From an optimization exercise on the open Yosys and OpenROAD flow, aimed at small area, a short achievable clock period and few clock cycles; shortcuts taken in it are not production practice. At most, simulation tests tie the RTL to the original design; equivalence was not proved. No functional check of the RTL was part of runs 4 to 6. No activity file was given, so power comes from the tool's default toggle rates. The clock port is modelled as an ideal driver; clocking choices that lean on that would not hold on a real chip.

**design/flow/constraint.sdc**
```tcl
create_clock -name core_clock -period 8.0 [get_ports {clk}]
set_input_delay 1.6000 -clock core_clock [delete_from_list [all_inputs] [get_ports {clk}]]
set_output_delay 1.6000 -clock core_clock [all_outputs]
set_load 0.01 [all_outputs]
```
**design/flow/design.v**
```verilog
module prb_link #(
    parameter PANEL_W     = 240,
    parameter PANEL_H     = 240,
    parameter LINE_W      = 160,
    parameter SRC_H       = 144,
    parameter MADCTL_INIT = 8'h00,
    parameter COLMOD_16BPP = 8'h55,
    parameter MS_CYCLES   = 8
) (
    input             clk,
    input             rst,
    input             cmd_valid,
    output            cmd_ready,
    input      [12:0] cmd_addr,
    input      [31:0] cmd_data,
    output reg        rsp_valid,
    output     [7:0]  rsp_code,
    output     [15:0] rsp_off,
    output reg        sck,
    output reg        mosi,
    output reg        dc,
    output reg        csn,
    output reg        rstn,
    output reg        bl
);
    localparam X0 = (PANEL_W - LINE_W) / 2;
    localparam Y0 = (PANEL_H - SRC_H) / 2;
    localparam NRING = LINE_W / 16;
    localparam [3:0] F_NONE        = 4'h0;
    localparam [3:0] F_BAD_ACCESS  = 4'h1;
    localparam [3:0] F_BAD_REG     = 4'h2;
    localparam [3:0] F_NOT_OPEN    = 4'h6;
    localparam [3:0] F_OPEN        = 4'h7;
    localparam [3:0] F_INVERTED    = 4'h8;
    localparam [3:0] F_RANGE       = 4'h9;
    localparam [3:0] F_UNINIT      = 4'hA;
    localparam [3:0] F_PAL_INDEX   = 4'hB;
    localparam [3:0] F_ROW_RANGE   = 4'hE;
    localparam [2:0] OP_INIT  = 3'd0;
    localparam [2:0] OP_WIN   = 3'd1;
    localparam [2:0] OP_FILL  = 3'd2;
    localparam [2:0] OP_DRAW  = 3'd3;
    localparam [2:0] OP_PIXEL = 3'd4;
    localparam [2:0] OP_INV   = 3'd5;
    localparam [2:0] OP_IDLE  = 3'd6;
    localparam [2:0] OP_POWER = 3'd7;
    localparam [1:0] IT_BYTE = 2'd0;
    localparam [1:0] IT_RST0 = 2'd1;
    localparam [1:0] IT_RST1 = 2'd2;
    localparam [1:0] IT_END  = 2'd3;
    localparam [4:0] LB_INVALID = 5'h10;
    localparam [4:0] LB_BADHI   = 5'h11;
    reg [5*LINE_W-1:0] lbr;      
    reg [255:0] palr;            
    reg [15:0]  pal_v;
    reg [3:0]   ph;
    reg         sweep;
    reg         xv;              
    reg         xc;              
    reg         xr;              
    reg [12:0]  xa;
    reg [31:0]  xd;
    reg         xk_mis, xk_lb, xk_pal, xk_reg, xk_drw, xk_op;
    reg         xg;              
    reg [3:0]   xf;              
    reg         ret;             
    reg [7:0]   lb_ok;
    reg [7:0]  w_cs, w_ce, w_rs, w_re;
    reg        c_inv, c_rng, r_inv, r_rng;
    reg [15:0] f_col;
    reg [7:0]  f_x, f_y, f_w, f_h;
    reg        f_xb, f_yb, f_wb, f_hb;
    reg        sopen;
    reg        rdy;
    reg        s_idle, s_scan, s_pre, s_next, s_byte, s_wait;
    reg [2:0]  op;
    reg        o_draw, o_fill;
    reg [4:0]  step;
    reg [7:0]  col, row;
    reg        half;
    reg        lc_r, lr_r;       
    reg [4:0]  lbq;
    reg        scv;
    reg [3:0]  nidx;
    reg        ni_v;
    reg [15:0] pcol;
    reg        pc_v;
    reg [7:0]  sh;
    reg [2:0]  bc;
    reg        blast;            
    reg        pfe;
    reg [1:0]  pw;
    reg [10:0] wcnt;
    reg        wz;               
    reg [3:0]  rcode;
    reg [12:0] roff;
    reg [1:0]  ik;
    reg [7:0]  iv;
    reg        idc, ife, ipix;
    reg [1:0]  ipw;
    assign cmd_ready = rdy;
    assign rsp_code  = {4'h0, rcode};
    assign rsp_off   = {3'b000, roff};
    wire [4:0]  rsel   = xa[6:2];
    wire [7:0]  lb_i   = xa[9:2];
    wire [3:0]  pal_k  = xa[5:2];
    wire [15:0] d_lo   = xd[15:0];
    wire [15:0] d_hi   = xd[31:16];
    wire        xk_wr  = xk_lb | xk_pal;
    wire        x_new  = xv & ~xc & ~xr;                     
    wire        x_run  = x_new & ~xk_op & ~xk_wr;            
    wire        x_go   = xc & xg;                            
    wire        lb_kg  = (xd[7:4] == 4'h0) & pal_v[xd[3:0]];
    wire        f_wz   = ~f_wb & (f_w == 8'd0);
    wire        f_hz   = ~f_hb & (f_h == 8'd0);
    wire [8:0]  f_xe   = {1'b0, f_x} + {1'b0, f_w};         
    wire [8:0]  f_ye   = {1'b0, f_y} + {1'b0, f_h};
    wire        f_orng = f_xb | f_wb | f_yb | f_hb |
                         (f_xe > PANEL_W) | (f_ye > PANEL_H);
    wire [7:0]  f_ce   = f_x + f_w - 8'd1;
    wire [7:0]  f_re   = f_y + f_h - 8'd1;
    reg [3:0] chk;
    always @(*) begin
        chk = F_NONE;
        if (xk_drw) begin
            if (sopen)              chk = F_OPEN;
            else if (d_lo >= SRC_H) chk = F_ROW_RANGE;
        end else begin
            case (rsel)
                5'h13: begin  
                    if (sopen)                chk = F_OPEN;
                    else if (c_inv | r_inv)   chk = F_INVERTED;
                    else if (c_rng | r_rng)   chk = F_RANGE;
                end
                5'h14: begin  
                    if (sopen)                chk = F_OPEN;
                    else if (d_lo >= PANEL_W || d_hi >= PANEL_H)
                                              chk = F_RANGE;
                end
                5'h16: begin  
                    if (!sopen)               chk = F_NOT_OPEN;
                end
                5'h1B: begin  
                    if (sopen)                chk = F_OPEN;
                    else if (f_wz | f_hz)     chk = F_INVERTED;
                    else if (f_orng)          chk = F_RANGE;
                end
                default: begin  
                    if (sopen)                chk = F_OPEN;
                end
            endcase
        end
    end
    wire [12:0] a      = cmd_addr;
    wire        acc    = cmd_valid & rdy;
    wire        a_mis  = (a[1:0] != 2'b00);
    wire        a_lb   = ~a_mis & (a[12:10] == 3'b100) & (a[9:2] < LINE_W);
    wire        a_pal  = ~a_mis & (a[12:6] == 7'b0000100);
    wire        a_reg  = ~a_mis & (a[12:7] == 6'd0) & a[6];
    wire        a_drw  = ~a_mis & (a[12:2] == 11'h020);
    wire        a_op   = a_drw | (a_reg &
                         ((a[6:2] == 5'h10) | (a[6:2] == 5'h13) | (a[6:2] == 5'h14) |
                          (a[6:2] == 5'h16) | ((a[6:2] >= 5'h1B) & (a[6:2] != 5'h1E))));
    wire        a_al   = (a[5:2] == ph_n);
    wire        a_next = ~a_op & (~(a_lb | a_pal) | a_al);
    wire [3:0]  ph_n   = ph + 4'd1;
    wire [15:0] pal_port = palr[15:0];
    wire [4:0]  x_code = (xd[7:4] != 4'h0) ? LB_BADHI : {1'b0, xd[3:0]};
    reg  [4:0]  lbp;      
    integer k;
    always @(*) begin
        lbp = 5'd0;
        for (k = 0; k < NRING; k = k + 1)
            if (col[7:4] == k)
                lbp = lbr[16*k*5 +: 5];
    end
    wire        pix    = o_fill | o_draw;
    wire        lastc  = o_draw ? (row == LINE_W - 1) : (col == f_w - 8'd1);
    wire        lastr  = o_draw | (row == f_h - 8'd1);
    reg [1:0]  it_k;
    reg [7:0]  it_v;
    reg        it_dc;     
    reg        it_fe;     
    reg        it_pix;    
    reg [1:0]  it_pw;     
    always @(*) begin
        it_k   = IT_BYTE;
        it_v   = 8'h00;
        it_dc  = 1'b1;
        it_fe  = 1'b0;
        it_pix = 1'b0;
        it_pw  = 2'd0;
        case (step)
            5'd0:  it_k = IT_RST0;
            5'd1:  it_k = IT_RST1;
            5'd2:  begin it_v = 8'h01; it_dc = 1'b0; it_fe = 1'b1; it_pw = 2'd1; end
            5'd3:  begin it_v = 8'h11; it_dc = 1'b0; it_fe = 1'b1; it_pw = 2'd2; end
            5'd4:  begin it_v = 8'h3A; it_dc = 1'b0; end
            5'd5:  begin it_v = COLMOD_16BPP; it_fe = 1'b1; end
            5'd6:  begin it_v = 8'h36; it_dc = 1'b0; end
            5'd7:  begin it_v = MADCTL_INIT; it_fe = 1'b1; end
            5'd8:  begin it_v = 8'h2A; it_dc = 1'b0; end
            5'd10: it_v = w_cs;
            5'd12: begin it_v = w_ce; it_fe = 1'b1; end
            5'd13: begin it_v = 8'h2B; it_dc = 1'b0; end
            5'd15: it_v = w_rs;
            5'd17: begin it_v = w_re; it_fe = 1'b1; end
            5'd18: begin it_v = 8'h2C; it_dc = 1'b0; it_fe = 1'b1; end
            5'd19: begin
                if (op == OP_INIT) begin
                    it_v = 8'h13; it_dc = 1'b0; it_fe = 1'b1;
                end else if (pix) begin
                    it_pix = 1'b1; it_fe = half & lastc & lastr;
                end else
                    it_k = IT_END;
            end
            5'd20: begin
                if (op == OP_INIT) begin
                    it_v = 8'h29; it_dc = 1'b0; it_fe = 1'b1; it_pw = 2'd3;
                end else
                    it_k = IT_END;
            end
            5'd22: begin
                it_dc = 1'b0; it_fe = 1'b1;
                case (op)
                    OP_INV:  it_v = {7'b0010000, xd[0]};
                    OP_IDLE: it_v = {7'b0011100, xd[0]};
                    default: begin
                        it_v  = {7'b0001000, ~xd[0]};
                        it_pw = xd[0] ? 2'd0 : 2'd3;
                    end
                endcase
            end
            5'd24: it_v = xd[15:8];
            5'd25: it_v = xd[7:0];
            5'd9, 5'd11, 5'd14, 5'd16: it_v = 8'h00;
            default: it_k = IT_END;
        endcase
    end
    wire [15:0] pc    = o_fill ? f_col : pcol;
    wire [7:0]  pbyte = half ? pc[7:0] : pc[15:8];
    wire need  = s_next | (blast & (pw == 2'd0)) | (s_wait & wz);
    wire stall = ipix & o_draw & ~half & ~pc_v;
    wire ld    = need & ~stall;
    wire lo_ld = ld & ipix & half;
    wire fetch   = o_draw & ~s_idle & ~s_scan;
    wire lb_cap  = fetch & ~ni_v & (col[3:0] == ph) & (col < LINE_W);
    wire pal_cap = fetch & ni_v & (nidx == ph) & (~pc_v | lo_ld);
    wire scan_al  = (col[3:0] == ph);
    wire scan_bad = s_scan & scv & (lbq[4] | ~pal_v[lbq[3:0]]);
    wire scan_ok  = s_scan & scv & ~scan_bad & (col == LINE_W);
    wire op_end  = (ld & (ik == IT_END)) | scan_bad;
    wire x_cons  = ret | x_run | (xc & ~xg) | (xr & op_end);
    wire xv_n    = acc | (xv & ~x_cons);
    wire ret_n   = acc ? ((a_lb | a_pal) & a_al)
                       : (xv & ~x_cons & xk_wr & (pal_k == ph_n));
    wire done_n  = acc ? a_next : ret_n;
    wire sweep_n = sweep & (ph != 4'd15);
    integer r, s;
    always @(posedge clk) begin
        for (r = 0; r < NRING; r = r + 1) begin
            for (s = 0; s < 15; s = s + 1)
                lbr[(16*r+s)*5 +: 5] <= lbr[(16*r+s+1)*5 +: 5];
            if (sweep)
                lbr[(16*r+15)*5 +: 5] <= LB_INVALID;
            else if (ret & xk_lb & (lb_i[7:4] == r))
                lbr[(16*r+15)*5 +: 5] <= x_code;
            else
                lbr[(16*r+15)*5 +: 5] <= lbr[(16*r)*5 +: 5];
        end
        for (s = 0; s < 15; s = s + 1)
            palr[16*s +: 16] <= palr[16*(s+1) +: 16];
        palr[16*15 +: 16] <= (ret & xk_pal) ? d_lo : pal_port;
    end
    always @(posedge clk) begin
        lbq  <= lbp;
        ik   <= it_k;
        iv   <= it_v;
        idc  <= it_dc;
        ife  <= it_fe;
        ipix <= it_pix;
        ipw  <= it_pw;
        lc_r <= lastc;
        lr_r <= lastr;
        if (rdy) begin
            xa     <= cmd_addr;
            xd     <= cmd_data;
            xk_mis <= a_mis;
            xk_lb  <= a_lb;
            xk_pal <= a_pal;
            xk_reg <= a_reg;
            xk_drw <= a_drw;
            xk_op  <= a_op;
        end
        if (x_new) begin
            xg <= (chk == F_NONE);
            xf <= chk;
        end
        if (lb_cap)
            nidx <= lbp[3:0];
        if (pal_cap)
            pcol <= pal_port;
    end
    always @(posedge clk) begin
        if (rst) begin
            ph    <= 4'd0;
            sweep <= 1'b1;
            pal_v <= 16'h0000;
            lb_ok <= 8'd0;
        end else begin
            ph    <= ph_n;
            sweep <= sweep_n;
            if (ret & xk_pal)
                pal_v[pal_k] <= 1'b1;
            if (ret & xk_lb) begin
                if (lb_i == lb_ok && lb_kg)
                    lb_ok <= lb_ok + 8'd1;
                else if (lb_i < lb_ok && !lb_kg)
                    lb_ok <= lb_i;
            end
            if (scan_bad)
                lb_ok <= roff[9:2];
            if (scan_ok)
                lb_ok <= LINE_W;
        end
    end
    always @(posedge clk) begin
        if (rst) begin
            rdy       <= 1'b0;
            xv        <= 1'b0;
            xc        <= 1'b0;
            xr        <= 1'b0;
            ret       <= 1'b0;
            s_idle    <= 1'b1;
            s_scan    <= 1'b0;
            s_pre     <= 1'b0;
            s_next    <= 1'b0;
            s_byte    <= 1'b0;
            s_wait    <= 1'b0;
            op        <= OP_INIT;
            o_draw    <= 1'b0;
            o_fill    <= 1'b0;
            step      <= 5'd0;
            rsp_valid <= 1'b0;
            rcode     <= 4'h0;
            roff      <= 13'h0;
            sck       <= 1'b0;
            mosi      <= 1'b0;
            dc        <= 1'b1;
            csn       <= 1'b1;
            rstn      <= 1'b1;
            bl        <= 1'b0;
            w_cs <= 8'd0; w_ce <= 8'd0; w_rs <= 8'd0; w_re <= 8'd0;
            c_inv <= 1'b0; c_rng <= 1'b0; r_inv <= 1'b0; r_rng <= 1'b0;
            f_col <= 16'h0;
            f_x <= 8'd0; f_y <= 8'd0; f_w <= 8'd0; f_h <= 8'd0;
            f_xb <= 1'b0; f_yb <= 1'b0; f_wb <= 1'b0; f_hb <= 1'b0;
            sopen     <= 1'b0;
            pfe       <= 1'b0;
            pw        <= 2'd0;
            blast     <= 1'b0;
            wz        <= 1'b0;
            scv       <= 1'b0;
            half      <= 1'b0;
            col       <= 8'd0;
            row       <= 8'd0;
            ni_v      <= 1'b0;
            pc_v      <= 1'b0;
        end else begin
            rsp_valid <= 1'b0;
            rdy       <= ~sweep_n & (~xv_n | done_n);
            xv        <= xv_n;
            ret       <= ret_n;
            xc        <= x_new & xk_op;
            if (x_go)
                xr <= 1'b1;
            if (xr & op_end)
                xr <= 1'b0;
            s_pre     <= 1'b0;
            if (s_pre)
                s_next <= 1'b1;
            if (ret) begin
                rsp_valid <= 1'b1;
                rcode     <= F_NONE;
                roff      <= 13'h0;
            end
            if (x_run) begin
                rsp_valid <= 1'b1;
                rcode     <= F_NONE;
                roff      <= 13'h0;
                if (xk_mis) begin
                    rcode <= F_BAD_ACCESS;
                    roff  <= xa;
                end else if (!xk_reg) begin
                    rcode <= F_BAD_REG;
                    roff  <= xa;
                end else begin
                    case (rsel)
                        5'h11: begin  
                            w_cs  <= xd[7:0];
                            w_ce  <= xd[23:16];
                            c_inv <= (d_lo > d_hi);
                            c_rng <= (d_hi >= PANEL_W);
                        end
                        5'h12: begin  
                            w_rs  <= xd[7:0];
                            w_re  <= xd[23:16];
                            r_inv <= (d_lo > d_hi);
                            r_rng <= (d_hi >= PANEL_H);
                        end
                        5'h15: begin  
                            if (sopen) begin
                                rcode <= F_OPEN; roff <= xa;
                            end else begin
                                sopen <= 1'b1;
                                csn   <= 1'b0;
                            end
                        end
                        5'h17: begin  
                            if (!sopen) begin
                                rcode <= F_NOT_OPEN; roff <= xa;
                            end else begin
                                sopen <= 1'b0;
                                csn   <= 1'b1;
                            end
                        end
                        5'h18: f_col <= d_lo;
                        5'h19: begin
                            f_x <= xd[7:0];   f_xb <= (xd[15:8] != 8'd0);
                            f_y <= xd[23:16]; f_yb <= (xd[31:24] != 8'd0);
                        end
                        5'h1A: begin
                            f_w <= xd[7:0];   f_wb <= (xd[15:8] != 8'd0);
                            f_h <= xd[23:16]; f_hb <= (xd[31:24] != 8'd0);
                        end
                        default: bl <= xd[0];  
                    endcase
                end
            end
            if (xc & ~xg) begin
                rsp_valid <= 1'b1;
                rcode     <= xf;
                roff      <= xa;
            end
            if (x_go) begin
                s_idle <= 1'b0;
                s_pre  <= 1'b1;
                o_draw <= 1'b0;
                o_fill <= 1'b0;
                if (xk_drw) begin
                    op     <= OP_DRAW;
                    o_draw <= 1'b1;
                    col    <= lb_ok;
                    scv    <= 1'b0;
                    if (lb_ok == LINE_W) begin
                        w_cs <= X0;
                        w_ce <= X0 + LINE_W - 1;
                        w_rs <= Y0 + xd[7:0];
                        w_re <= Y0 + xd[7:0];
                        c_inv <= 1'b0; c_rng <= 1'b0; r_inv <= 1'b0; r_rng <= 1'b0;
                        step <= 5'd8;
                        col  <= 8'd0;
                        row  <= 8'd0;
                        half <= 1'b0;
                        ni_v <= 1'b0;
                        pc_v <= 1'b0;
                    end else begin
                        s_pre  <= 1'b0;
                        s_scan <= 1'b1;
                    end
                end else begin
                    case (rsel)
                        5'h10: begin  
                            w_cs <= 8'd0; w_ce <= PANEL_W - 1;
                            w_rs <= 8'd0; w_re <= PANEL_H - 1;
                            c_inv <= 1'b0; c_rng <= 1'b0; r_inv <= 1'b0; r_rng <= 1'b0;
                            op   <= OP_INIT;
                            step <= 5'd0;
                        end
                        5'h13: begin  
                            op   <= OP_WIN;
                            step <= 5'd8;
                        end
                        5'h14: begin  
                            w_cs <= xd[7:0];   w_ce <= xd[7:0];
                            w_rs <= xd[23:16]; w_re <= xd[23:16];
                            c_inv <= 1'b0; c_rng <= 1'b0; r_inv <= 1'b0; r_rng <= 1'b0;
                            op   <= OP_WIN;
                            step <= 5'd8;
                        end
                        5'h16: begin  
                            op   <= OP_PIXEL;
                            step <= 5'd24;
                        end
                        5'h1B: begin  
                            w_cs <= f_x; w_ce <= f_ce;
                            w_rs <= f_y; w_re <= f_re;
                            c_inv <= 1'b0; c_rng <= 1'b0; r_inv <= 1'b0; r_rng <= 1'b0;
                            op     <= OP_FILL;
                            o_fill <= 1'b1;
                            step   <= 5'd8;
                            col    <= 8'd0;
                            row    <= 8'd0;
                            half   <= 1'b0;
                        end
                        default: begin  
                            op   <= (rsel == 5'h1C) ? OP_INV :
                                    (rsel == 5'h1F) ? OP_IDLE : OP_POWER;
                            step <= 5'd22;
                        end
                    endcase
                end
            end
            if (s_scan) begin
                scv <= scan_al;
                if (scan_al) begin
                    col  <= col + 8'd1;
                    roff <= {1'b1, 2'b00, col, 2'b00};
                end
                if (scan_bad) begin
                    if (lbq[4]) begin
                        rcode <= lbq[0] ? F_PAL_INDEX : F_UNINIT;
                        roff  <= roff;
                    end else begin
                        rcode <= F_UNINIT;
                        roff  <= {5'b00001, 2'b00, lbq[3:0], 2'b00};
                    end
                    rsp_valid <= 1'b1;
                    s_scan    <= 1'b0;
                    s_idle    <= 1'b1;
                end else if (scan_ok) begin
                    w_cs <= X0;
                    w_ce <= X0 + LINE_W - 1;
                    w_rs <= Y0 + xd[7:0];
                    w_re <= Y0 + xd[7:0];
                    c_inv <= 1'b0; c_rng <= 1'b0; r_inv <= 1'b0; r_rng <= 1'b0;
                    step <= 5'd8;
                    col  <= 8'd0;
                    row  <= 8'd0;
                    half <= 1'b0;
                    ni_v <= 1'b0;
                    pc_v <= 1'b0;
                    s_scan <= 1'b0;
                    s_pre  <= 1'b1;
                end
            end
            if (lb_cap) begin
                ni_v <= 1'b1;
                col  <= col + 8'd1;
            end
            if (pal_cap) begin
                ni_v <= 1'b0;
                pc_v <= 1'b1;
            end else if (lo_ld)
                pc_v <= 1'b0;
            if (s_byte) begin
                if (!sck) begin
                    sck   <= 1'b1;
                    csn   <= 1'b0;
                    blast <= (bc == 3'd7);
                end else if (!blast) begin
                    sck  <= 1'b0;
                    mosi <= sh[6];
                    sh   <= {sh[6:0], 1'b0};
                    bc   <= bc + 3'd1;
                end else begin
                    sck   <= 1'b0;
                    blast <= 1'b0;
                    if (pw != 2'd0) begin
                        csn    <= 1'b1;
                        pfe    <= 1'b0;
                        pw     <= 2'd0;
                        wcnt   <= (pw == 2'd1) ? 11'd1198 :
                                  (pw == 2'd2) ? 11'd958 : 11'd959;
                        wz     <= 1'b0;
                        s_byte <= 1'b0;
                        s_wait <= 1'b1;
                    end else if (stall) begin
                        s_byte <= 1'b0;
                        s_next <= 1'b1;
                    end
                end
            end
            if (s_wait) begin
                wcnt <= wcnt - 11'd1;
                wz   <= (wcnt == 11'd1);
                if (wz & stall) begin
                    s_wait <= 1'b0;
                    s_next <= 1'b1;
                end
            end
            if (ld) begin
                if (pfe)
                    csn <= 1'b1;
                pfe    <= 1'b0;
                step   <= step + 5'd1;
                s_next <= 1'b0;
                s_byte <= 1'b0;
                s_wait <= 1'b0;
                case (ik)
                    IT_BYTE: begin
                        sh     <= ipix ? pbyte : iv;
                        mosi   <= ipix ? pbyte[7] : iv[7];
                        dc     <= idc;
                        bc     <= 3'd0;
                        pfe    <= ife;
                        pw     <= ipw;
                        s_byte <= 1'b1;
                        if (ipix) begin
                            step <= step;
                            if (!half) begin
                                half <= 1'b1;
                            end else begin
                                half <= 1'b0;
                                if (o_draw) begin
                                    if (lc_r) step <= 5'd20;
                                    else row <= row + 8'd1;
                                end else if (lc_r) begin
                                    col <= 8'd0;
                                    if (lr_r) step <= 5'd20;
                                    else row <= row + 8'd1;
                                end else
                                    col <= col + 8'd1;
                            end
                        end
                    end
                    IT_RST0: begin
                        rstn   <= 1'b0;
                        wcnt   <= 11'd799;
                        wz     <= 1'b0;
                        s_wait <= 1'b1;
                    end
                    IT_RST1: begin
                        rstn   <= 1'b1;
                        wcnt   <= 11'd798;
                        wz     <= 1'b0;
                        s_wait <= 1'b1;
                    end
                    default: begin
                        rsp_valid <= 1'b1;
                        rcode     <= F_NONE;
                        roff      <= 13'h0;
                        s_idle    <= 1'b1;
                    end
                endcase
            end
        end
    end
endmodule
```
**design/flow/standard.sh**
```bash
#!/bin/bash
# synth_recipe.tcl (not shown) runs the flow's synth.tcl, then flattens the netlist and writes it again
# the make line also repeats each setting of config.mk as NAME=value (left out here)
make -C /OpenROAD-flow-scripts/flow DESIGN_CONFIG=/design/flow/config.mk WORK_HOME=/design/flow/orfs CLKGATE_MAP_FILE= SYNTH_SCRIPT=/design/flow/synth_recipe.tcl "${@:-finish}"
```
**design/flow/config.mk**
```make
export PLATFORM = sky130hd
export DESIGN_NAME = prb_link
export DESIGN_NICKNAME = prb_link
export VERILOG_FILES = /design/flow/design.v
export SDC_FILE = /design/flow/constraint.sdc
export NUM_CORES = 4
export LEC_CHECK = 0
export CAP_MARGIN = 20
export CORE_MARGIN = 2
export CORE_UTILIZATION = 40
export PLACE_DENSITY = 0.6
export SETUP_SLACK_MARGIN = 4.5
export SLEW_MARGIN = 20
```
**design/flow/flow/run.sh**
```bash
#!/bin/bash
# The standard layout (the standard.sh), with the port buffers made of
# buf_4 cells instead of the slow delay buffers buffer_ports picks by default.
set -euo pipefail
bash standard.sh BUFFER_PORTS_ARGS="-buffer_cell sky130_fd_sc_hd__buf_4" finish > standard.log 2>&1
```
==> results.cfg, run 1 <==
[sta]
fin_crit_sh = 0.428
rsz0062_at_grt = true
relSlewSlack = 0.189
setup_tns_ns = 0
min_period_ns = 3.42
fmax_ghz = 0.292
hold_violations = 0
setup_viol = 0
finClkSkew_ns = 0.0788
worstMarginPinSlew_ns = 1.21
drv_slew = 0
fin_ws_ns = 4.58

[yosys]
synth.largest_area_cell = dfxtp_1
synth-edff-count = 96
yosys_register_bits = 1362
synth.most_common_cell = dfxtp_1
ys_types = 85
postSynthCellCount = 3317
ys.flop_type = dfxtp_1
synth.yosys.warnings = 1
ys_top_cells_by_count = dfxtp_1, nand2_1, nor2_1, a21oi_1, clkbuf_1
synth.top_cells.by_area = dfxtp_1, edfxtp_1, ha_1
synth_area_per_cell_um2 = 12.1
synth_async_sr_flop_share = 0
netlist.area_leader.share = 0.630
synth.cell_area_um2 = 40200
synth-seq-area-share = 0.702

[layout]
regMostFlops = lbr
top_regs = lbr: 800 flops, palr: 256 flops, xd: 32 flops
drive_above_1_share = 0.114
fill_cells = 9012
fin_area_um2 = 46500
postLayoutCoreUtil = 0.465
largest_reg_flops = 800
nets = 3549
areaGrowthSynthToFinish_pct = 15.5

[global_routing]
grt_pass1_wl_mm = 141
grt_usage = 0.178
grt_pass1_vias = 23268
grt_max_degree = 58
antenna_found_initial = 2
overflow = 0

[setup_path]
r2r_setup_slack_ns = 4.58
path_buf_inv = 0
worst-path-max-fanout = 22
slowest_stage = and4_1
setup.worst_path.start_class = flip-flop
end_kind = flip-flop
reg2reg_from = lbq[0]
reg2reg_to = rdy
path_cells = mux4_2 > o211ai_1 > and4_1 > o21ai_0 > o211a_1 > a21oi_1
worstRegToRegCells = 6
critical_path_class = reg2reg
cp.required_ns = 8.63
slowest_delay_ns = 0.90
cp.arrival_ns = 4.05
path_delay_family = compound AO/OA/AOI/OAI gates

[route]
routed_wirelength_mm = 92.9
drc = 0
dr.pass1.iters = 5
num_vias = 24271
ant_nets = 0
drtIter0Drc = 2160
detail_route.wl_per_cell_um = 19.3
avgViaCountPerCell = 5.05

[pwr]
total_power_uw = 13000
powerDensity_nw_per_um2 = 281
vdd_ir_drop_max_v = 0.000235
p_leak_uw = 0.0179

[clock_network]
numCtsBuffers = 121
cts_root_buf = clkbuf_16
postCtsHoldBufs = 0
cts_num_sinks = 1362
cts.clk_slew.worst_paths_ns = 0.07
clkLatencyLatePin_ns = 0.73
post-cts-setup-buffers = 0
cts_tree = yes
htreeDepth = 3
clk_path_buf_depth = 3

[flow_run]
max-cap-violations = 0

[min_path]
holdCritStartpoint = lbr[181]
whs_endpoint = lbr[176]
hold_path_class = reg2reg
worst_hold_path.num_cells = 0

[place]
port_buffers = 72
place_area_um2 = 42100
gp_congestion = 0.942
detailed_place_hpwl_mm = 63.8
preCtsSetupSlack_ns = 4.08

[floorplanning]
die_w_um = 321
initial_core_util = 0.403
ios = 80
fp-row-count = 116
dieArea_um2 = 103000
die_y_um = 321
core_um2 = 99900

[run_status]
status = complete, no violations
==> worst max path at each step <==
stage,startpoint,endpoint,slack (ns),depth (start not counted)
final,lbq[0],rdy,4.58,6
after detailed placement,rst,row[5],4.08,6
after global placement,rst,row[2],4.09,6
after CTS,xv,w_ce[4],4.54,7
after global routing,lbq[0],rdy,4.45,6
after floorplan,rst,row[3],4.82,6
==> cell usage in the layout, fill, tap and decap left out, drive strengths merged, types with 62 or more instances in the layout <==
cell type,instances
a21oi,199
buf,102
clkbuf,155
dfxtp,1266
edfxtp,96
ha,99
inv,132
nand2,294
nand3,62
nor2,200
o21ai,87
==> where the power goes <==
part           leakage, µW  switching, µW  internal [µW]
logic              0.00475           48.2           32.4
registers           0.0111           8.52           6860
clock network      0.00213           2590           3500
==> kinds of logic after synthesis <==
logic type / Yosys count / share of synthesized area
buffers and inverters: 272 / 0.0264
adder cells (fa/ha/maj): 104 / 0.0330
other: 1 / 0.0000932
flip-flops: 1362 / 0.702
AO/OA/AOI/OAI: 611 / 0.0997
AND/OR/NAND/NOR: 793 / 0.0919
multiplexers: 98 / 0.0305
XOR/XNOR: 76 / 0.0165
==> cell type report <==
type | count | area, µm² | share of cell area
flip-flops and latches | 1362 | 28200 | 0.608
repair buffers | 102 | 766 | 0.0165
clock buffers | 155 | 3430 | 0.0739
well taps | 1298 | 1620 | 0.0350
diodes | 1 | 2.50 | 0.0000539
inverters | 121 | 454 | 0.00978
multi-input cells | 1690 | 11000 | 0.237
clock inverters | 77 | 936 | 0.0201
==> per-stage QoR <==
step           hold WS, ns  std cells
4_1_cts              0.258       4804
3_5_place_dp         0.312       4572
2_1_floorplan        0.310       3323
6_report             0.277       4806
5_1_grt              0.267       4805
3_3_place_gp         0.310       4572
==> metal layers <==
layer / track usage / vias to the layer above / share of wire
met1: 0.248 / 11653 / 0.46
met2: 0.272 / 776 / 0.43
met3: 0.0370 / 216 / 0.065
li1: - / 11624 / -
met5: 0 / - / 0.00013
met4: 0.0683 / 2 / 0.037
==> timing repair <==
item                                    4_1_cts  5_1_grt
gates resized for setup                       2        4
cloned                                        0        1
pin swaps                                     0        1
endpoints found under the setup margin       11       39
Testbench counts, summed over its fixed seeds: cycles 170,644.
==> run 2, diff against run 1 <==
--- a/design/flow/config.mk
+++ b/design/flow/config.mk
@@ -9,5 +9,5 @@
 export CORE_MARGIN = 2
 export CORE_UTILIZATION = 40
 export PLACE_DENSITY = 0.6
-export SETUP_SLACK_MARGIN = 4.5
+export SETUP_SLACK_MARGIN = 5
 export SLEW_MARGIN = 20
==> run 2 against run 1 <==
Effect of this change:
- still clean
- synthesized cell count did not move
- register-to-register slack improved by 0.51 ns
- wire length up 1.6%
- maximum frequency grew 16%
- sequential power barely moved
- total power fell by 1.2%
- via count grew 0.69%
- cell count rose by 0.23%
- sequential cell count stayed put
- first-iteration DRC count down 5.1%
- critical path type is now reg2out
- largest cell class unchanged
==> results.cfg, run 2 <==
[yosys]
synth_top_family_by_area = compound AO/OA/AOI/OAI gates
ys_types = 85
netlist.area_leader.share = 0.630
synth-edff-count = 96
ys_top_cells_by_count = dfxtp_1, nand2_1, nor2_1, a21oi_1, clkbuf_1
synth.largest_area_cell = dfxtp_1
synth.most_common_cell = dfxtp_1
synthAdderAreaFrac = 0.0330
ys.flop_type = dfxtp_1
synth_compound_area_frac = 0.0997
synth_async_sr_flop_share = 0
yosys_register_bits = 1362
muxShareOfSynthArea = 0.0305
postSynthCellCount = 3317
synth.top_cells.by_area = dfxtp_1, edfxtp_1, ha_1
synth.yosys.warnings = 1
synth_area_per_cell_um2 = 12.1
synth_xor_area_frac = 0.0165
synthSimpleGateAreaFrac = 0.0919
synth.cell_area_um2 = 40200
synth-seq-area-share = 0.702

[global_routing]
grt_max_degree = 66
grt_usage = 0.179
grt_pass1_wl_mm = 141
grt_pass1_vias = 22940
overflow = 0
antenna_found_initial = 3

[floorplanning]
core_um2 = 99900
ios = 80
initial_core_util = 0.403
die_y_um = 321
die_w_um = 321
fp-row-count = 116
dieArea_um2 = 103000

[route]
drc = 0
avgViaCountPerCell = 5.07
top_layer = met4
route.met3.wl_mm = 5.46
routed_wirelength_mm = 94.4
num_vias = 24439
wl_met1_mm = 44.0
detail_route.wl_per_cell_um = 19.6
dr.pass1.iters = 5
drtIter0Drc = 2049
ant_nets = 0
dr_wl_met2_mm = 41.2

[setup_path]
end_kind = output port
slowest_stage = dfxtp_1
path_cells = buf_4
cp_num_cells = 1
worst-path-max-fanout = 4
setup.worst_path.start_class = flip-flop
worstRegToRegCells = 8
path_delay_family = flip-flops
path_buf_inv = 1
cp.arrival_ns = 1.35
critical_path_class = reg2out
cp.required_ns = 6.40
slowest_delay_ns = 0.44

[layout]
areaGrowthSynthToFinish_pct = 15.9
drive_above_1_share = 0.125
mostFrequentLayoutCells = dfxtp_1, nand2_1, nor2_1, a21oi_1, clkbuf_16
fin_area_um2 = 46600
final_common_cell = dfxtp_1
top_regs = lbr: 800 flops, palr: 256 flops, xd: 32 flops
antennaDiodeCount = 0
stdcell_count = 4817
regMostFlops = lbr
nets = 3565
largest_reg_flops = 800

[clock_network]
cts_num_sinks = 1362
cts_tree = yes
cts.clk_slew.worst_paths_ns = 0.07
clk_path_buf_depth = 3
postCtsHoldBufs = 0
cts_root_buf = clkbuf_16
numCtsBuffers = 120
clkLatencyLatePin_ns = 0.72
htreeDepth = 3

[sta]
hold_ws_ns = 0.298
worstMarginPinSlew_ns = 1.14
finClkSkew_ns = 0.0643
min_period_ns = 2.95
drv_slew = 0
rsz0062_at_grt = true
fin_crit_sh = 0.368
relSlewSlack = 0.237
setup_tns_ns = 0
fmax_ghz = 0.340
hold_violations = 0
setup_viol = 0

[place]
detailed_place_hpwl_mm = 64.5
placed_cells = 4570
place_area_um2 = 42000
port_buffers = 72
gp_congestion = 0.954

[pwr]
p_leak_uw = 0.0180
vdd_ir_drop_max_v = 0.000228
powerDensity_nw_per_um2 = 276

[run_status]
status = complete, no violations

[flow_run]
max-cap-violations = 0

[min_path]
hold_path_class = reg2reg
worst_hold_path.num_cells = 0
[run 2: metrics by stage]
step | total power [µW] | utilization | worst slack, ns
2_1_floorplan | 7070 | - | 5.03
3_3_place_gp | 7100 | 0.421 | 3.90
3_5_place_dp | 7100 | 0.421 | 3.95
4_1_cts | 13000 | 0.465 | 5.00
5_1_grt | 13300 | 0.467 | 4.94
6_report | 12900 | 0.467 | 5.05
[run 2: final timing paths]
| check | startpoint | to | slack (ns) |
|---|---|---|---|
| worst min register to register | lbr[419] | lbr[414] | 0.30 |
| worst min-delay path | lbr[419] | lbr[414] | 0.30 |
| worst max-delay path | roff[8] | rsp_off[8] | 5.05 |
| worst max register to register | lbq[0] | w_rs[3] | 5.09 |
[run 2: logic make-up after synthesis]
logic type	Yosys count
compound gates	611
xor+xnor	76
fa+ha+maj	104
buf+inv	272
flops	1362
mux	98
other cells	1
simple gates	793
[run 2: where the power goes]
part           switching [µW]  internal (µW)
sequential               8.29           6860
combinational            48.9           33.6
clock                    2510           3410
total                    2570          10300
[run 2: metal layers]
metal,global-route usage,up-vias
li1,-,11653
met1,0.251,11872
met2,0.273,736
met3,0.0303,178
met4,0.0747,0
met5,0,-
[run 2: timing repair]
item / CTS / global route
resized for setup: 33 / 25
pin swaps: 4 / 6
endpoints found under the setup margin: 112 / 52
buffers inserted: 3 / 14
cloned: 2 / 1
hold endpoints to repair: 0 / 0
[run 2: layout make-up]
type,count,area [µm²]
fillers,9063,53200
flip-flops and latches,1362,28300
multi-input cells,1692,11200
clock buffers,172,3550
well taps,1298,1620
repair buffers,117,890
clock inverters,55,679
inverters,121,454
==> run 3, diff against run 2 <==
==> design/flow/flow/run.sh (replaced) <==
#!/bin/bash
# The standard layout (the standard.sh), with the port buffers made of
# buf_4 cells instead of the slow delay buffers buffer_ports picks by default,
# and timing repair aiming at a larger setup slack.
set -euo pipefail
bash standard.sh BUFFER_PORTS_ARGS="-buffer_cell sky130_fd_sc_hd__buf_4" SETUP_SLACK_MARGIN=5.6 finish > standard.log 2>&1
--- a/design/flow/config.mk
+++ b/design/flow/config.mk
@@ -9,5 +9,4 @@
 export CORE_MARGIN = 2
 export CORE_UTILIZATION = 40
 export PLACE_DENSITY = 0.6
-export SETUP_SLACK_MARGIN = 5
 export SLEW_MARGIN = 20
==> run 3 against run 2 <==
Effect of this change:
- still clean on timing, DRC and antenna
- setup slack better by 0.082 ns
- global-route usage grew 1.0 points
- area after synthesis unchanged
- critical path type unchanged
- largest power group unchanged
==> results.cfg, run 3 <==
[run_status]
status = complete, no violations

[layout]
mostFrequentLayoutCells = dfxtp_1, nand2_1, buf_4, nor2_1, a21oi_1
regMostFlops = lbr
drive_above_1_share = 0.214
areaGrowthSynthToFinish_pct = 23.1
stdcell_count = 4968
top_regs = lbr: 800 flops, palr: 256 flops, xd: 32 flops
largest_reg_flops = 800
fill_cells = 8747
nets = 3717
final_common_cell = dfxtp_1

[setup_path]
worst-path-max-fanout = 4
path_cells = buf_6
end_kind = output port
cp.arrival_ns = 1.26
cp_num_cells = 1
worstRegToRegCells = 6
slowest_stage = dfxtp_4
path_buf_inv = 1
path_delay_family = flip-flops
r2r_setup_slack_ns = 5.25
setup.worst_path.start_class = flip-flop
critical_path_class = reg2out
slowest_delay_ns = 0.39
cp.required_ns = 6.40

[yosys]
synth_compound_area_frac = 0.0997
synth-seq-area-share = 0.702
synth_area_per_cell_um2 = 12.1
ys.flop_type = dfxtp_1
yosys_register_bits = 1362
netlist.area_leader.share = 0.630
synth.largest_area_cell = dfxtp_1
muxShareOfSynthArea = 0.0305
synthAdderAreaFrac = 0.0330
synth.yosys.warnings = 1
postSynthCellCount = 3317
synth-edff-count = 96
synth.most_common_cell = dfxtp_1
ys_top_cells_by_count = dfxtp_1, nand2_1, nor2_1, a21oi_1, clkbuf_1
synth.cell_area_um2 = 40200
ys_types = 85
synth_top_family_by_area = compound AO/OA/AOI/OAI gates
synth_async_sr_flop_share = 0
synthSimpleGateAreaFrac = 0.0919
synth.top_cells.by_area = dfxtp_1, edfxtp_1, ha_1
synth_xor_area_frac = 0.0165

[route]
detail_route.wl_per_cell_um = 19.8
dr.pass1.iters = 6
avgViaCountPerCell = 5.12
drc = 0
num_vias = 25422
drtIter0Drc = 2112
routed_wirelength_mm = 98.3
ant_nets = 0

[clock_network]
htreeDepth = 4
clk_path_buf_depth = 3
numCtsBuffers = 130
cts_num_sinks = 1362
cts.clk_slew.worst_paths_ns = 0.07
clkLatencyLatePin_ns = 0.73
cts_root_buf = clkbuf_16
cts_tree = yes

[floorplanning]
die_y_um = 321
ios = 80
dieArea_um2 = 103000
initial_core_util = 0.403
die_w_um = 321
core_um2 = 99900
fp-row-count = 116

[sta]
drv_slew = 0
rsz0062_at_grt = true
hold_violations = 0
min_period_ns = 2.86
relSlewSlack = 0.307
worstMarginPinSlew_ns = 1.04
fin_crit_sh = 0.358
finClkSkew_ns = 0.0550
setup_viol = 0
setup_tns_ns = 0
fmax_ghz = 0.349

[pwr]
powerDensity_nw_per_um2 = 263
p_leak_uw = 0.0191
vdd_ir_drop_max_v = 0.000230

[place]
gp_congestion = 0.933
port_buffers = 72
placed_cells = 4569
detailed_place_hpwl_mm = 63.7

[global_routing]
grt_pass1_wl_mm = 148
overflow = 0
grt_usage = 0.189
antenna_found_initial = 0
grt_pass1_vias = 24507
grt_max_degree = 64

[flow_run]
max-cap-violations = 0

[min_path]
hold_path_class = reg2reg
worst_hold_path.num_cells = 0
## run 3: routing by layer
layer / share of wire / track usage
met1: 0.44 / 0.255
met2: 0.43 / 0.284
met5: 0 / 0
met4: 0.050 / 0.0962
met3: 0.077 / 0.0441
## run 3: repair_timing
action | CTS | global route
hold buffers | 0 | 0
gates cloned | 8 | 4
gates resized for setup | 284 | 115
setup buffers | 108 | 42
endpoints found under the setup margin | 244 | 146
pin swaps | 62 | 69
endpoints found under the hold margin | 0 | 0
## run 3: cells by family (layout without fill, tap and decap cells)
kind of cell	count (synthesis)	after routing
other	1	9
flip-flops	1362	1362
XOR/XNOR	76	76
AO/OA/AOI/OAI	611	611
multiplexers	98	98
adder cells (fa/ha/maj)	104	104
buffers and inverters	272	607
AND/OR/NAND/NOR	793	803
## run 3: per-stage QoR
stage	hold WS [ns]	setup slack [ns]	power (µW)	instance area, µm²	util
floorplan	0.310	5.20	7070	40600	-
CTS	0.314	5.12	13200	48600	0.487
global route	0.321	5.10	13500	49500	0.496
finish	0.314	5.14	13000	49500	0.496
detailed placement	0.312	4.49	7100	42300	0.423
global placement	0.310	4.50	7100	42300	0.423
## run 3: path summary, 6_finish.rpt
check | endpoint | from
hold / removal | lbr[563] | lbr[568]
setup reg to reg | xf[3] | xd[15]
hold reg to reg | lbr[563] | lbr[568]
setup / recovery | rsp_off[2] | roff[2]
## run 3: cell type report
class	count	area [µm²]	area share
Multi-Input combinational cell	1699	12400	0.250
Antenna cell	2	5.00	0.000101
Tap cell	1298	1620	0.0328
Clock inverter	46	613	0.0124
Inverter	121	490	0.00990
Timing Repair Buffer	252	2260	0.0456
Clock buffer	188	3770	0.0761
Sequential cell	1362	28400	0.573
## run 3: power breakdown
group          internal, µW  leakage [µW]  switching [µW]
sequential             6850        0.0111            8.88
clock                  3520       0.00211            2570
combinational          37.9       0.00585            55.2
==> run 4, diff against run 3 <==
--- a/design/flow/design.v
+++ b/design/flow/design.v
@@ -68,8 +68,9 @@
     reg [7:0]  w_cs, w_ce, w_rs, w_re;
     reg        c_inv, c_rng, r_inv, r_rng;
     reg [15:0] f_col;
-    reg [7:0]  f_x, f_y, f_w, f_h;
+    reg [7:0]  f_x, f_y, f_w, f_h;   
     reg        f_xb, f_yb, f_wb, f_hb;
+    reg        f_wz, f_hz;
     reg        sopen;
     reg        rdy;
     reg        s_idle, s_scan, s_pre, s_next, s_byte, s_wait;
@@ -111,14 +112,10 @@
     wire        x_run  = x_new & ~xk_op & ~xk_wr;            
     wire        x_go   = xc & xg;                            
     wire        lb_kg  = (xd[7:4] == 4'h0) & pal_v[xd[3:0]];
-    wire        f_wz   = ~f_wb & (f_w == 8'd0);
-    wire        f_hz   = ~f_hb & (f_h == 8'd0);
     wire [8:0]  f_xe   = {1'b0, f_x} + {1'b0, f_w};         
     wire [8:0]  f_ye   = {1'b0, f_y} + {1'b0, f_h};
     wire        f_orng = f_xb | f_wb | f_yb | f_hb |
-                         (f_xe > PANEL_W) | (f_ye > PANEL_H);
-    wire [7:0]  f_ce   = f_x + f_w - 8'd1;
-    wire [7:0]  f_re   = f_y + f_h - 8'd1;
+                         (f_xe >= PANEL_W) | (f_ye >= PANEL_H);
     reg [3:0] chk;
     always @(*) begin
         chk = F_NONE;
@@ -175,8 +172,8 @@
                 lbp = lbr[16*k*5 +: 5];
     end
     wire        pix    = o_fill | o_draw;
-    wire        lastc  = o_draw ? (row == LINE_W - 1) : (col == f_w - 8'd1);
-    wire        lastr  = o_draw | (row == f_h - 8'd1);
+    wire        lastc  = o_draw ? (row == LINE_W - 1) : (col == f_w);
+    wire        lastr  = o_draw | (row == f_h);
     reg [1:0]  it_k;
     reg [7:0]  it_v;
     reg        it_dc;     
@@ -355,6 +352,7 @@
             f_col <= 16'h0;
             f_x <= 8'd0; f_y <= 8'd0; f_w <= 8'd0; f_h <= 8'd0;
             f_xb <= 1'b0; f_yb <= 1'b0; f_wb <= 1'b0; f_hb <= 1'b0;
+            f_wz <= 1'b1; f_hz <= 1'b1;
             sopen     <= 1'b0;
             pfe       <= 1'b0;
             pw        <= 2'd0;
@@ -430,8 +428,10 @@
                             f_y <= xd[23:16]; f_yb <= (xd[31:24] != 8'd0);
                         end
                         5'h1A: begin
-                            f_w <= xd[7:0];   f_wb <= (xd[15:8] != 8'd0);
-                            f_h <= xd[23:16]; f_hb <= (xd[31:24] != 8'd0);
+                            f_w <= xd[7:0] - 8'd1;   f_wb <= (xd[15:8] != 8'd0);
+                            f_h <= xd[23:16] - 8'd1; f_hb <= (xd[31:24] != 8'd0);
+                            f_wz <= (xd[15:0] == 16'd0);
+                            f_hz <= (xd[31:16] == 16'd0);
                         end
                         default: bl <= xd[0];  
                     endcase
@@ -493,8 +493,8 @@
                             step <= 5'd24;
                         end
                         5'h1B: begin  
-                            w_cs <= f_x; w_ce <= f_ce;
-                            w_rs <= f_y; w_re <= f_re;
+                            w_cs <= f_x; w_ce <= f_xe[7:0];
+                            w_rs <= f_y; w_re <= f_ye[7:0];
                             c_inv <= 1'b0; c_rng <= 1'b0; r_inv <= 1'b0; r_rng <= 1'b0;
                             op     <= OP_FILL;
                             o_fill <= 1'b1;
==> design/flow/flow/run.sh (replaced) <==
#!/bin/bash
# The standard layout (the standard.sh) with: port buffers of buf_4 cells
# instead of the slow delay buffers buffer_ports picks by default; timing
# repair aiming at 5 ns of setup slack; larger clock-tree sink clusters and
# no dummy clock loads.
set -euo pipefail
bash standard.sh \
  BUFFER_PORTS_ARGS="-buffer_cell sky130_fd_sc_hd__buf_4" \
  SETUP_SLACK_MARGIN=5 \
  CTS_ARGS="-sink_clustering_enable -repair_clock_nets -sink_clustering_size 30 -sink_clustering_max_diameter 120 -dont_use_dummy_load" \
  finish > standard.log 2>&1
--- a/design/flow/config.mk
+++ b/design/flow/config.mk
@@ -7,6 +7,6 @@
 export LEC_CHECK = 0
 export CAP_MARGIN = 20
 export CORE_MARGIN = 2
-export CORE_UTILIZATION = 40
-export PLACE_DENSITY = 0.6
+export CORE_UTILIZATION = 55
+export PLACE_DENSITY = 0.7
 export SLEW_MARGIN = 20
==> run 4 against run 3 <==
Effect of this change:
- still clean on timing, DRC and antenna
- worst hold slack got worse by 0.020 ns
- non-clock buffer count fell by 128
- core utilization rose by 10 points
- synthesized cell count fell by 6.0%
- die area fell by 28%
- sequential power barely moved
- total power fell by 24%
- first-iteration DRC count fell by 13%
- area after synthesis fell by 1.9%
- sequential cell count rose by 2
- cell area fell by 14%
- critical path depth did not move
- critical path type unchanged
- largest power group unchanged
==> results.cfg, run 4 <==
[sta]
rsz0062_at_grt = true
hold_violations = 0
fin_crit_sh = 0.363
relSlewSlack = 0.264
drv_slew = 0
setup_viol = 0
min_period_ns = 2.90
finClkSkew_ns = 0.0354
worstMarginPinSlew_ns = 1.10
fmax_ghz = 0.345
setup_tns_ns = 0

[layout]
drive_above_1_share = 0.0890
fill_cells = 5579
nets = 3270
largest_reg_flops = 800
regMostFlops = lbr
top_regs = lbr: 800 flops, palr: 256 flops, xd: 32 flops
areaGrowthSynthToFinish_pct = 7.64
final_common_cell = dfxtp_1
mostFrequentLayoutCells = dfxtp_1, nor2_1, nand2_1, a21oi_1, buf_4

[min_path]
hold_path_class = reg2reg

[setup_path]
critical_path_class = reg2out
setup.worst_path.start_class = flip-flop
path_delay_family = flip-flops
cp.arrival_ns = 1.30
cp.required_ns = 6.40
path_cells = buf_4
slowest_stage = dfxtp_1
worst-path-max-fanout = 8
end_kind = output port
slowest_delay_ns = 0.50
path_buf_inv = 1

[yosys]
synth.top_cells.by_area = dfxtp_1, edfxtp_1, mux2i_1
synth.largest_area_cell = dfxtp_1
synth-seq-area-share = 0.716
postSynthCellCount = 3117
synth-edff-count = 96
ys.flop_type = dfxtp_1
yosys_register_bits = 1364
ys_top_cells_by_count = dfxtp_1, nor2_1, nand2_1, a21oi_1, clkbuf_1
ys_types = 97
synth_area_per_cell_um2 = 12.7
synth.yosys.warnings = 1
synth.most_common_cell = dfxtp_1
synth_async_sr_flop_share = 0
synth.cell_area_um2 = 39500
netlist.area_leader.share = 0.643

[global_routing]
overflow = 0
grt_pass1_wl_mm = 134
grt_usage = 0.236
grt_pass1_vias = 22374
antenna_found_initial = 0
grt_max_degree = 93

[clock_network]
cts_num_sinks = 1364
htreeDepth = 2
cts_tree = yes
clkLatencyLatePin_ns = 0.64
clk_path_buf_depth = 3
numCtsBuffers = 51
cts_root_buf = clkbuf_16
cts.clk_slew.worst_paths_ns = 0.12

[place]
port_buffers = 72
gp_congestion = 0.933
detailed_place_hpwl_mm = 59.4

[pwr]
powerDensity_nw_per_um2 = 235
vdd_ir_drop_max_v = 0.000251
swShare = 0.193
p_clk_frac = 0.302
seqPwrFrac = 0.689
internal-power_uw = 8050
p_leak_uw = 0.0159
p_sw_uw = 1930
total_power_uw = 9980
comb_power_share = 0.009

[floorplanning]
ios = 80
die_w_um = 272
initial_core_util = 0.554
fp-row-count = 98
core_um2 = 71200
dieArea_um2 = 73900
die_y_um = 272

[route]
routed_wirelength_mm = 87.7
dr.pass1.iters = 8
detail_route.wl_per_cell_um = 21.4
avgViaCountPerCell = 5.56
drc = 0
ant_nets = 0
drtIter0Drc = 1843
num_vias = 22772

[run_status]
status = complete, no violations

[flow_run]
max-cap-violations = 0
==> run 4: area by class of cell <==
type                       count  area, µm²  area share
multi-input combinational   1543      10500       0.247
tap                          950       1190      0.0280
antenna                        1       2.50   0.0000589
clock buffer                  51       1280      0.0300
timing repair buffer         124        998      0.0235
sequential                  1364      28300       0.666
inverter                      64        245     0.00577
==> run 4: path summary, 6_finish.rpt <==
path | slack (ns) | cells past startpoint | start | end
worst max-delay path | 5.10 | 1 | sck | sck
worst min-delay path | 0.29 | 0 | lbr[289] | lbr[284]
worst max register to register | 5.12 | 11 | xa[3] | w_rs[5]
worst min register to register | 0.29 | 0 | lbr[289] | lbr[284]
==> run 4: per-layer routing <==
metal  part of all wire  routed length [µm]  up-vias  global-route usage
li1                   -                   -    10768                   -
met1               0.44               38900    11204               0.322
met2               0.47               41600      656               0.392
met3              0.047                4100      144              0.0275
met4              0.035                3060        0              0.0791
met5                  0                   0        -                   0
==> run 4: cell families after synthesis <==
logic type	share of synthesized area
flip-flops	0.716
other	0.0000950
buffers and inverters	0.0224
AO/OA/AOI/OAI	0.0915
XOR/XNOR	0.0178
AND/OR/NAND/NOR	0.0834
adder cells (fa/ha/maj)	0.0241
multiplexers	0.0446
==> run 4: through the flow <==
stage,setup slack (ns),area (µm²),hold WS (ns),util,instances
3_5_place_dp,4.16,40800,0.312,0.573,4018
6_report,5.10,42500,0.294,0.596,4097
2_1_floorplan,5.17,39500,0.310,-,3123
4_1_cts,4.99,42400,0.303,0.595,4087
3_3_place_gp,4.22,40800,0.310,0.573,4018
5_1_grt,4.97,42500,0.304,0.596,4096
==> run 4: power groups by stage <==
stage	clock [µW]	sequential (µW)	combinational, µW
finish	3020	6870	85.7
global route	3320	6880	92.4
CTS	3100	6880	85.1
detailed placement	0	7030	84.1
global placement	0	7030	81.6
floorplan	0	7030	49.8
==> run 4: timing repair <==
action | in CTS | in global routing
setup buffers | 15 | 8
pin swaps | 3 | 1
cloned | 3 | 0
hold buffers | 0 | 0
endpoints found under the setup margin | 72 | 32
resized for setup | 24 | 11
==> run 5, diff against run 4 <==
--- a/design/flow/flow/run.sh
+++ b/design/flow/flow/run.sh
@@ -7,5 +7,5 @@
 bash standard.sh \
   BUFFER_PORTS_ARGS="-buffer_cell sky130_fd_sc_hd__buf_4" \
   SETUP_SLACK_MARGIN=5 \
-  CTS_ARGS="-sink_clustering_enable -repair_clock_nets -sink_clustering_size 30 -sink_clustering_max_diameter 120 -dont_use_dummy_load" \
+  CTS_ARGS="-sink_clustering_enable -repair_clock_nets -sink_clustering_size 22 -sink_clustering_max_diameter 100 -dont_use_dummy_load" \
   finish > standard.log 2>&1
==> run 5 against run 4 <==
Effect of this change:
- clock-buffer cell count rose by 22
- sequential cell count unchanged
- core utilization up 0.73 points
- critical path depth grew 5
- wire length rose by 1.7%
- sequential power about the same
- highest routed layer unchanged
- sequential share of layout area is 0.81 points lower
- total power is 5.9% higher
- register-to-register slack lost 0.06 ns
- non-clock buffer count fell by 5
- via count up 1.1%
==> results.cfg, run 5 <==
[yosys]
synth-edff-count = 96
netlist.area_leader.share = 0.643
synth-seq-area-share = 0.716
synth.top_cells.by_area = dfxtp_1, edfxtp_1, mux2i_1
postSynthCellCount = 3117
ys_types = 97
synth.largest_area_cell = dfxtp_1
yosys_register_bits = 1364
synth.cell_area_um2 = 39500
synth_area_per_cell_um2 = 12.7
ys_top_cells_by_count = dfxtp_1, nor2_1, nand2_1, a21oi_1, clkbuf_1
synth.most_common_cell = dfxtp_1
synth_async_sr_flop_share = 0
synth.yosys.warnings = 1
ys.flop_type = dfxtp_1

[sta]
relSlewSlack = 0.236
setup_viol = 0
hold_violations = 0
min_period_ns = 2.94
drv_slew = 0
finClkSkew_ns = 0.0564
worstMarginPinSlew_ns = 1.15
rsz0062_at_grt = true
fmax_ghz = 0.340
fin_crit_sh = 0.368
setup_tns_ns = 0
fin_ws_ns = 5.06

[global_routing]
overflow = 0
antenna_found_initial = 1
grt_pass1_vias = 22819
grt_pass1_wl_mm = 136
grt_usage = 0.240
grt_max_degree = 93

[setup_path]
slowest_delay_ns = 0.63
cp.required_ns = 8.55
cp.arrival_ns = 3.49
cpMostUsedCell = mux4_2
slowest_stage = mux4_2
worst-path-max-fanout = 18
setup.worst_path.start_class = flip-flop
critical_path_class = reg2reg
path_cells = mux4_2 > mux4_2 > a31oi_2 > nand2b_4 > o32a_1 > o21ai_1
end_kind = flip-flop

[route]
routed_wirelength_mm = 89.2
dr.pass1.iters = 5
detail_route.wl_per_cell_um = 21.7
drc = 0
num_vias = 23030
avgViaCountPerCell = 5.60
drtIter0Drc = 1965
ant_nets = 0

[layout]
regMostFlops = lbr
mostFrequentLayoutCells = dfxtp_1, nor2_1, nand2_1, a21oi_1, buf_4
final_common_cell = dfxtp_1
nets = 3287
fin_area_um2 = 43000
largest_reg_flops = 800
top_regs = lbr: 800 flops, palr: 256 flops, xd: 32 flops
drive_above_1_share = 0.0945
fill_cells = 5516
areaGrowthSynthToFinish_pct = 8.96

[place]
preCtsSetupSlack_ns = 4.16
place_area_um2 = 40800
port_buffers = 72
detailed_place_hpwl_mm = 59.4
gp_congestion = 0.933

[pwr]
powerDensity_nw_per_um2 = 246
seqPwrFrac = 0.650
internal-power_uw = 8520
swShare = 0.193
vdd_ir_drop_max_v = 0.000259
p_leak_uw = 0.0162
comb_power_share = 0.008
total_power_uw = 10600
p_sw_uw = 2040
p_clk_frac = 0.342

[floorplanning]
initial_core_util = 0.554
die_y_um = 272
die_w_um = 272
fp-row-count = 98
core_um2 = 71200
ios = 80
dieArea_um2 = 73900

[run_status]
status = complete, no violations

[clock_network]
htreeDepth = 3
cts_tree = yes
clkLatencyLatePin_ns = 0.63
cts_num_sinks = 1364
clk_path_buf_depth = 3
cts.clk_slew.worst_paths_ns = 0.10
numCtsBuffers = 73
cts_root_buf = clkbuf_16
postCtsHoldBufs = 0

[min_path]
hold_path_class = reg2reg

[flow_run]
max-cap-violations = 0
==> run 5: cell count changes in the layout (fill, tap and decap cells not counted), sizes merged <==
cell / delta
buf: -5
clkbuf: +22
==> run 5: metal layers <==
layer,GRT usage,vias up,part of all wire
met1,0.325,11392,0.44
li1,-,10821,-
met3,0.0361,160,0.054
met2,0.396,657,0.47
met4,0.0837,0,0.032
met5,0,-,0
==> run 5: kinds of logic (layout without fill, tap and decap cells) <==
group           count (synthesis)  after routing  synth area share
fa+ha+maj                      75             75            0.0241
compound gates                533            534            0.0915
simple gates                  697            697            0.0834
other cells                     1              8         0.0000950
mux                           150            150            0.0446
xor+xnor                       80             80            0.0178
flops                        1364           1364             0.716
buf+inv                       217            256            0.0224
==> run 5: worst paths after layout <==
check	from	end	slack (ns)	cells after the start
hold reg to reg	lbr[150]	lbr[145]	0.28	0
setup / recovery	lbq[0]	w_rs[5]	5.06	6
hold / removal	lbr[150]	lbr[145]	0.28	0
setup reg to reg	lbq[0]	w_rs[5]	5.06	6
==> run 5: final cells by class <==
cell class | count | area [µm²] | area share
Antenna cell | 1 | 2.50 | 0.0000582
Clock buffer | 73 | 1830 | 0.0425
Inverter | 64 | 245 | 0.00570
Multi-Input combinational cell | 1543 | 10500 | 0.244
Sequential cell | 1364 | 28300 | 0.658
Tap cell | 950 | 1190 | 0.0276
Timing Repair Buffer | 119 | 961 | 0.0223
==> run 5: through the flow <==
stage | utilization | hold slack, ns | instances
after floorplan | - | 0.310 | 3123
after global placement | 0.573 | 0.310 | 4018
after detailed placement | 0.573 | 0.312 | 4018
after CTS | 0.603 | 0.274 | 4112
after global routing | 0.604 | 0.283 | 4113
final | 0.604 | 0.275 | 4114
==> run 5: critical path: cells and delay by family, from the launching register on <==
| kind | cells | cell delay (ns) |
|---|---|---|
| simple gates | 1 | 0.31 |
| compound gates | 3 | 0.90 |
| flops | 1 | 0.47 |
| mux | 2 | 1.16 |
==> run 5: power by group through the flow <==
stage                     Clock, µW  Combinational [µW]  Sequential (µW)
after CTS                      3710                85.0             6870
after global placement            0                81.6             7030
after floorplan                   0                49.8             7030
final                          3610                85.8             6870
after detailed placement          0                84.1             7030
after global routing           3940                92.1             6870
==> run 5: repair_timing <==
action	in CTS	in global routing
pin swaps	3	0
buffers inserted	18	0
endpoints found under the hold margin	0	0
endpoints found under the setup margin	73	43
resized for setup	24	14
cloned	3	0
==> run 6, diff against run 5 <==
--- a/design/flow/flow/run.sh
+++ b/design/flow/flow/run.sh
@@ -7,5 +7,5 @@
 bash standard.sh \
   BUFFER_PORTS_ARGS="-buffer_cell sky130_fd_sc_hd__buf_4" \
   SETUP_SLACK_MARGIN=5 \
-  CTS_ARGS="-sink_clustering_enable -repair_clock_nets -sink_clustering_size 22 -sink_clustering_max_diameter 100 -dont_use_dummy_load" \
+  CTS_ARGS="-sink_clustering_enable -repair_clock_nets -sink_clustering_size 30 -sink_clustering_max_diameter 80 -dont_use_dummy_load" \
   finish > standard.log 2>&1
--- a/design/flow/config.mk
+++ b/design/flow/config.mk
@@ -7,6 +7,6 @@
 export LEC_CHECK = 0
 export CAP_MARGIN = 20
 export CORE_MARGIN = 2
-export CORE_UTILIZATION = 55
-export PLACE_DENSITY = 0.7
+export CORE_UTILIZATION = 65
+export PLACE_DENSITY = 0.75
 export SLEW_MARGIN = 20
==> run 6 against run 5 <==
Effect of this change:
- die area fell by 15%
- total power fell by 4.1%
- maximum frequency rose by 0.55%
- clock power fell by 12%
- critical endpoint is now col[7]
- register-to-register slack improved by 0.02 ns
- critical path depth fell by 2
- largest power group unchanged
==> results.cfg, run 6 <==
[place]
place_area_um2 = 40600
gp_congestion = 0.931
detailed_place_hpwl_mm = 61.5
port_buffers = 72

[yosys]
yosys_register_bits = 1364
synth-seq-area-share = 0.716
synth.most_common_cell = dfxtp_1
synth_async_sr_flop_share = 0
ys.flop_type = dfxtp_1
synth.largest_area_cell = dfxtp_1
synth.cell_area_um2 = 39500
netlist.area_leader.share = 0.643
ys_top_cells_by_count = dfxtp_1, nor2_1, nand2_1, a21oi_1, clkbuf_1
synth.yosys.warnings = 1
postSynthCellCount = 3117
synth_area_per_cell_um2 = 12.7
synth-edff-count = 96
ys_types = 97
synth.top_cells.by_area = dfxtp_1, edfxtp_1, mux2i_1

[global_routing]
grt_pass1_wl_mm = 144
grt_pass1_vias = 23362
overflow = 0
grt_max_degree = 82
antenna_found_initial = 1
grt_usage = 0.302

[clock_network]
cts_tree = yes
clkLatencyLatePin_ns = 0.66
numCtsBuffers = 55
clk_path_buf_depth = 3
cts_num_sinks = 1364
postCtsHoldBufs = 0
cts_root_buf = clkbuf_16
cts.clk_slew.worst_paths_ns = 0.11
htreeDepth = 2

[sta]
worstMarginPinSlew_ns = 1.05
setup_tns_ns = 0
drv_slew = 0
rsz0062_at_grt = true
fin_crit_sh = 0.366
setup_viol = 0
finClkSkew_ns = 0.0898
min_period_ns = 2.92
fmax_ghz = 0.342
hold_violations = 0
relSlewSlack = 0.291

[layout]
drive_above_1_share = 0.0885
seqCellArea_um2 = 28300
top_regs = lbr: 800 flops, palr: 256 flops, xd: 32 flops
final_common_cell = dfxtp_1
multi_input_area_um2 = 10500
areaGrowthSynthToFinish_pct = 7.27
antennaDiodeCount = 0
mostFrequentLayoutCells = dfxtp_1, nor2_1, nand2_1, a21oi_1, buf_4
fill_cells = 3804
nets = 3266
fin_area_um2 = 42300
largest_reg_flops = 800
regMostFlops = lbr

[flow_run]
max-cap-violations = 0

[setup_path]
path_delay_family = buffers and inverters
slowest_stage = buf_4
cp_num_cells = 4
end_kind = flip-flop
path_buf_inv = 2
path_cells = buf_4 > buf_4 > or2_4 > o22ai_1
cp.arrival_ns = 3.39
slowest_delay_ns = 0.80
worst-path-max-fanout = 81
setup.worst_path.start_class = input port
worstRegToRegCells = 9
cpMostUsedCell = buf_4
cp.required_ns = 8.47
critical_path_class = in2reg

[route]
ant_nets = 0
drc = 0
dr.pass1.iters = 6
detail_route.wl_per_cell_um = 24.3
num_vias = 23356
routed_wirelength_mm = 95.2
avgViaCountPerCell = 5.95
drtIter0Drc = 2045

[floorplanning]
die_w_um = 250
fp-row-count = 90
ios = 80
die_y_um = 250
core_um2 = 60200
initial_core_util = 0.655
dieArea_um2 = 62700

[pwr]
vdd_ir_drop_max_v = 0.000337
powerDensity_nw_per_um2 = 239
p_leak_uw = 0.0160

[run_status]
status = complete, no violations

[min_path]
worst_hold_path.num_cells = 0
hold_path_class = reg2reg
## run 6: cell count changes in the layout (fill, tap and decap cells not counted), sizes merged
cell    change
a21oi       -1
buf         -1
clkbuf     -19
diode       -1
## run 6: path summary, 6_finish.rpt
kind	end	start	slack (ns)
hold / removal	palr[181]	palr[197]	0.30
setup / recovery	col[7]	rst	5.08
hold reg to reg	palr[181]	palr[197]	0.30
setup reg to reg	lb_ok[7]	xd[7]	5.08
## run 6: power by group
group	switching (µW)	internal [µW]
clock	1940	1230
combinational	51.1	32.8
sequential	9.80	6870
## run 6: per-layer routing
layer  share of wire  routed length, µm  vias up  global-route usage
met5               0                  0        -                   0
met1            0.42              39900    11495               0.400
met3           0.057               5410      225              0.0352
li1                -                  -    10776                   -
met4           0.040               3860        0               0.114
met2            0.48              46000      860               0.514
## run 6: final cells by class
class                           instances  share of cell area
Timing Repair Buffer                  117              0.0230
Inverter                               64             0.00579
Multi-Input combinational cell       1542               0.248
Sequential cell                      1364               0.668
Clock buffer                           55              0.0325
Tap cell                              782              0.0231
## run 6: per-stage QoR
step	hold WS, ns	setup WS [ns]	std cells	power, µW	util
after detailed placement	0.312	3.85	3853	7120	0.674
after CTS	0.293	5.03	3918	10200	0.701
after floorplan	0.310	5.17	3123	7080	-
after global routing	0.315	4.99	3924	10400	0.703
after global placement	0.310	3.99	3853	7110	0.674
final	0.298	5.08	3924	10100	0.703
## run 6: cell families after synthesis
group	Yosys count	synth area share
AOI/OAI and AO/OA	533	0.0915
xor gates and xnor gates	80	0.0178
adders and majority gates	75	0.0241
buffers and inverters	217	0.0224
DFF	1364	0.716
muxes	150	0.0446
other	1	0.0000950
and+or+nand+nor	697	0.0834
## run 6: worst register-to-register path: stages (launching register included)
cell      delay [ns]
edfxtp_1        0.71
nor3b_2         0.31
buf_6           0.21
and2_4          0.27
o211ai_1        0.16
o22ai_4         0.26
buf_8           0.21
mux2_2          0.35
a32oi_1         0.19
a31oi_1         0.10
## run 6: repair_timing
| action | 4_1_cts | 5_1_grt |
|---|---|---|
| setup buffers | 8 | 6 |
| gates resized for setup | 29 | 13 |
| pin swaps | 3 | 2 |
| gates cloned | 2 | 0 |
| endpoints found under the hold margin | 0 | 0 |
| setup endpoints to repair | 75 | 23 |

[separate check: timing with driven ports]
Ports are ideal in the flow. The routed layouts listed here were re-timed in OpenROAD.
Step 1 assumes that a clkbuf_16 drives the clock port and a buf_2 every other input.
Step 2, shift: input delay + t, output delay - t, t = (earliest + latest rising clock arrival at the registers) / 2. This alone moves slack from input paths to output paths.
a / b / c = ideal / step 1 / step 2; a / b = the first two.
run | t, ns | setup WS [ns] | worst setup path at the end | latest minus earliest clock arrival (ns) | cell pins on the clock port's net
run 1 | 0.756 | 4.579 / 4.579 / 4.078 | input to register | 0.086 / 0.085 | 1
run 2 | 0.758 | 5.055 / 4.986 / 4.309 | input to register | 0.071 / 0.072 | 1
run 3 | 0.764 | 5.137 / 5.072 / 4.869 | input to register | 0.055 / 0.055 | 1
run 4 | 0.682 | 5.097 / 5.033 / 4.538 | input to register | 0.039 / 0.039 | 1
run 5 | 0.667 | 5.060 / 5.037 / 4.483 | input to register | 0.058 / 0.058 | 1
run 6 | 0.680 | 5.076 / 5.054 / 4.427 | input to register | 0.099 / 0.099 | 1
After both steps setup and hold are still met in every run listed. The setup slack of run 2, which loses most, moves by -0.069 ns with the drivers and by -0.746 ns with both steps.
